This design comes from an exercise in tuning for small area, a short achievable clock period and few clock cycles on the open sky130 flow, not from production work. In this exercise RTL edits were held to simulation tests only and were not proved equivalent to the original. Power figures rest on the tool's default switching activity, not on a simulated workload.

Setup of v6:
Design csum_codec, start of the top module:
module csum_codec (
    input  wire         clk,
    input  wire         rst,
    input  wire         start,
    input  wire [31:0]  cmd,
    input  wire [7:0]   blen,
    input  wire [623:0] frame,
    output wire         ready,
    output reg          done,
    output wire [7:0]   status,
    output wire [15:0]  value
);
For scale: about 71 flip-flops, roughly 690 I/O pins, about 0.018 mm2 of cells after synthesis.
==> flow/config.mk <==
export PLATFORM = sky130hd
export DESIGN_NAME = csum_codec
export DESIGN_NICKNAME = csum_codec
export VERILOG_FILES = /design/flow/design.v
export SDC_FILE = /design/flow/constraint.sdc
export NUM_CORES = 4
export LEC_CHECK = 0
export CAP_MARGIN = 20
export CORE_AREA = 10 10 250 250
export CTS_BUF_LIST = sky130_fd_sc_hd__clkbuf_8
export CTS_CLUSTER_DIAMETER = 150
export CTS_CLUSTER_SIZE = 24
export DIE_AREA = 0 0 260 260
export GPL_ROUTABILITY_DRIVEN = 0
export SETUP_SLACK_MARGIN = 2.5
export SLEW_MARGIN = 20
export SYNTH_HIERARCHICAL = 1
==> flow/constraint.sdc <==
create_clock -name core_clock -period 8.0 [get_ports {clk}]
set_input_delay 1.6000 -clock core_clock [delete_from_list [all_inputs] [get_ports {clk}]]
set_output_delay 1.6000 -clock core_clock [all_outputs]
set_load 0.01 [all_outputs]
standard.sh (not shown) runs the stock make flow with config.mk's settings and CLKGATE_MAP_FILE= SYNTH_SCRIPT=/design/flow/synth_recipe.tcl, a recipe that flattens the netlist after the stock synthesis.
==> flow/flow/run.sh <==
#!/bin/bash
# The standard layout, with the port buffers made as buf_1 cells (every
# input and output port still gets its own buffer).
set -euo pipefail
export BUFFER_PORTS_ARGS="-buffer_cell sky130_fd_sc_hd__buf_1"
bash standard.sh synth > synth.log 2>&1
bash standard.sh finish > layout.log 2>&1
Testbench counts of v6, summed over its fixed seeds: cycles 3,200.
> inputs changed (v6 -> v7)
- CTS_CLUSTER_DIAMETER: 150 -> unset
- GPL_ROUTABILITY_DRIVEN: 0 -> unset
- CTS_CLUSTER_SIZE: 24 -> unset
- CTS_BUF_LIST: sky130_fd_sc_hd__clkbuf_8 -> unset
- PLACE_DENSITY: unset -> 0.8
## What came out
Timing startpoint of the critical path: frame[108] -> v7, frame[109] -> v6
v7 finished end to end and its layout was clean on timing, DRC and antenna.
Lower layout overhead on the synthesized area among v7 and v6: v6
Period utilization: v7 vs v6 down 0.20 points
Number of buffer and inverter instances along the worst setup path ends up higher on v7.
[v7] routed length per placed instance rose 0.59% relative to v6
Comparing v7 and v6, the higher portion of the layout cell area used by clock cells was measured on v7.


Starting RTL as in the previous note.
clock: 8.0 ns
lec_check: 0
cap_margin: 20
core_area: 10 10 250 250
die_area: 0 0 260 260
setup_slack_margin: 2.5
slew_margin: 20
synth_hierarchical: 1
Scripts as last shown in full above: flow/flow/run.sh
The baseline finished clean.
Testbench counts at the start, summed over its fixed seeds: cycles 3,200.
Change:
Settings changed: CELL_PAD_IN_SITES_DETAIL_PLACEMENT from default to 0, CELL_PAD_IN_SITES_GLOBAL_PLACEMENT from default to 0, PLACE_DENSITY from default to 0.8.
Outcome: Non-clock buffer count goes up by 13; register-to-register slack hardly moves; core utilization climbs by 0.34 points; total power stays flat; global-route usage drops by 0.78 points; fmax rose slightly; via count is about the same; combinational power stays flat; routed wire length drops by a few percent; design area increases slightly; synthesized cell count is unchanged.


## JK
csum_codec again, from the RTL that the note above started with.
Settings: LEC_CHECK=0, CAP_MARGIN=20, CORE_AREA=10 10 250 250, DIE_AREA=0 0 260 260, SETUP_SLACK_MARGIN=2.0, SLEW_MARGIN=20, SYNTH_HIERARCHICAL=1; clock period 8.0 ns.
Scripts as last shown in full above: flow/flow/run.sh
The final layout from JK, which completed every stage, passed the timing, DRC and antenna checks at the end of the flow.
Testbench counts of JK, summed over its fixed seeds: cycles 3,200.
[inputs] MS vs JK
# JK
export LEC_CHECK = 0
export CAP_MARGIN = 20
export CORE_AREA = 10 10 250 250
export DIE_AREA = 0 0 260 260
export SETUP_SLACK_MARGIN = 2.0
export SLEW_MARGIN = 20
export SYNTH_HIERARCHICAL = 1
create_clock -name core_clock -period 8.0 [get_ports {clk}]
# MS
export LEC_CHECK = 0
export CAP_MARGIN = 20
export CORE_AREA = 10 10 250 250
export CTS_BUF_LIST = sky130_fd_sc_hd__clkbuf_8
export CTS_CLUSTER_DIAMETER = 150
export CTS_CLUSTER_SIZE = 24
export DIE_AREA = 0 0 260 260
export PLACE_DENSITY = 0.8
export SETUP_SLACK_MARGIN = 2.7
export SLEW_MARGIN = 20
export SYNTH_HIERARCHICAL = 1
create_clock -name core_clock -period 8.0 [get_ports {clk}]
==> comparison <==
Against JK, total power in MS came out worse. MS against JK: total vias in the final route went up; combinational fraction of design power rose by 1.5 points; cell internal power dissipation +17%; register share of total power decreased by 0.5 points relative to the old numbers. From JK to MS the numbers moved as follows: placer's final routability congestion estimate fell about 2.8%, count of inserted antenna diode cells rose 16. JK → MS: finished layout cell area rose about 7%; worst setup margin rose 0.51 ns. Compared with JK, MS shows wire length of the first global-routing pass lower by about 2.7%. MS — post-synthesis to final-layout area growth 8.1 points higher, JK as reference.
The following lists how AL was set up differently from MS:
# MS
export LEC_CHECK = 0
export CAP_MARGIN = 20
export CORE_AREA = 10 10 250 250
export CTS_BUF_LIST = sky130_fd_sc_hd__clkbuf_8
export CTS_CLUSTER_DIAMETER = 150
export CTS_CLUSTER_SIZE = 24
export DIE_AREA = 0 0 260 260
export PLACE_DENSITY = 0.8
export SETUP_SLACK_MARGIN = 2.7
export SLEW_MARGIN = 20
export SYNTH_HIERARCHICAL = 1
create_clock -name core_clock -period 8.0 [get_ports {clk}]
# AL
export LEC_CHECK = 0
export CAP_MARGIN = 20
export CORE_AREA = 10 10 250 250
export CTS_BUF_LIST = sky130_fd_sc_hd__clkbuf_8
export CTS_CLUSTER_DIAMETER = 150
export CTS_CLUSTER_SIZE = 24
export DIE_AREA = 0 0 260 260
export SETUP_SLACK_MARGIN = 2.3
export SLEW_MARGIN = 20
export SYNTH_HIERARCHICAL = 1
create_clock -name core_clock -period 8.0 [get_ports {clk}]
--- outcome ---
AL went all the way through synthesis, placement and routing and the layout is clean on timing, DRC and antenna. Period utilization ended up 3.6 points higher on AL than on MS. MS → AL: multi-input gate share of total cell area rose by 1.1 points; worst path buffer plus inverter count higher.

## port drivers added, routing unchanged
No port has a modelled driver above. Below, the same layouts with a new extraction and two added sets of constraints. Step 1: set_driving_cell puts a clkbuf_16 on clk and a buf_2 on each other input, an assumption about the parent block. Step 2, shift: input delay + t, output delay - t, t = (earliest + latest rising clock arrival at the registers) / 2. This alone moves slack from input paths to output paths. Slacks: ideal / step 1 / step 2; pairs: ideal / step 1.
run | t (ns) | setup slack, ns | clock arrival spread, ns | slew at the worst register clock pin (ns) | worst data-port slew with drivers (ns)
v6 | 0.428 | 2.497 / 2.516 / 2.087 | 0.020 / 0.021 | 0.09 / 0.09 | 0.17
v7 | 0.409 | 2.513 / 2.525 / 2.116 | 0.008 / 0.008 | 0.07 / 0.07 | 0.17
the first run of note 2 | 0.395 | 2.444 / 2.464 / 2.069 | 0.011 / 0.010 | 0.07 / 0.07 | 0.13
the second run of note 2 | 0.409 | 2.513 / 2.525 / 2.116 | 0.008 / 0.008 | 0.07 / 0.07 | 0.17
JK | 0.390 | 2.082 / 2.096 / 1.706 | 0.010 / 0.010 | 0.07 / 0.07 | 0.13
MS | 0.429 | 2.589 / 2.523 / 2.093 | 0.010 / 0.011 | 0.09 / 0.09 | 0.16
AL | 0.415 | 2.302 / 2.315 / 1.900 | 0.016 / 0.017 | 0.10 / 0.10 | 0.13
After both steps every run listed still meets setup and hold. The setup slack of MS, which loses most, moves by -0.066 ns with the drivers and by -0.496 ns with both steps.
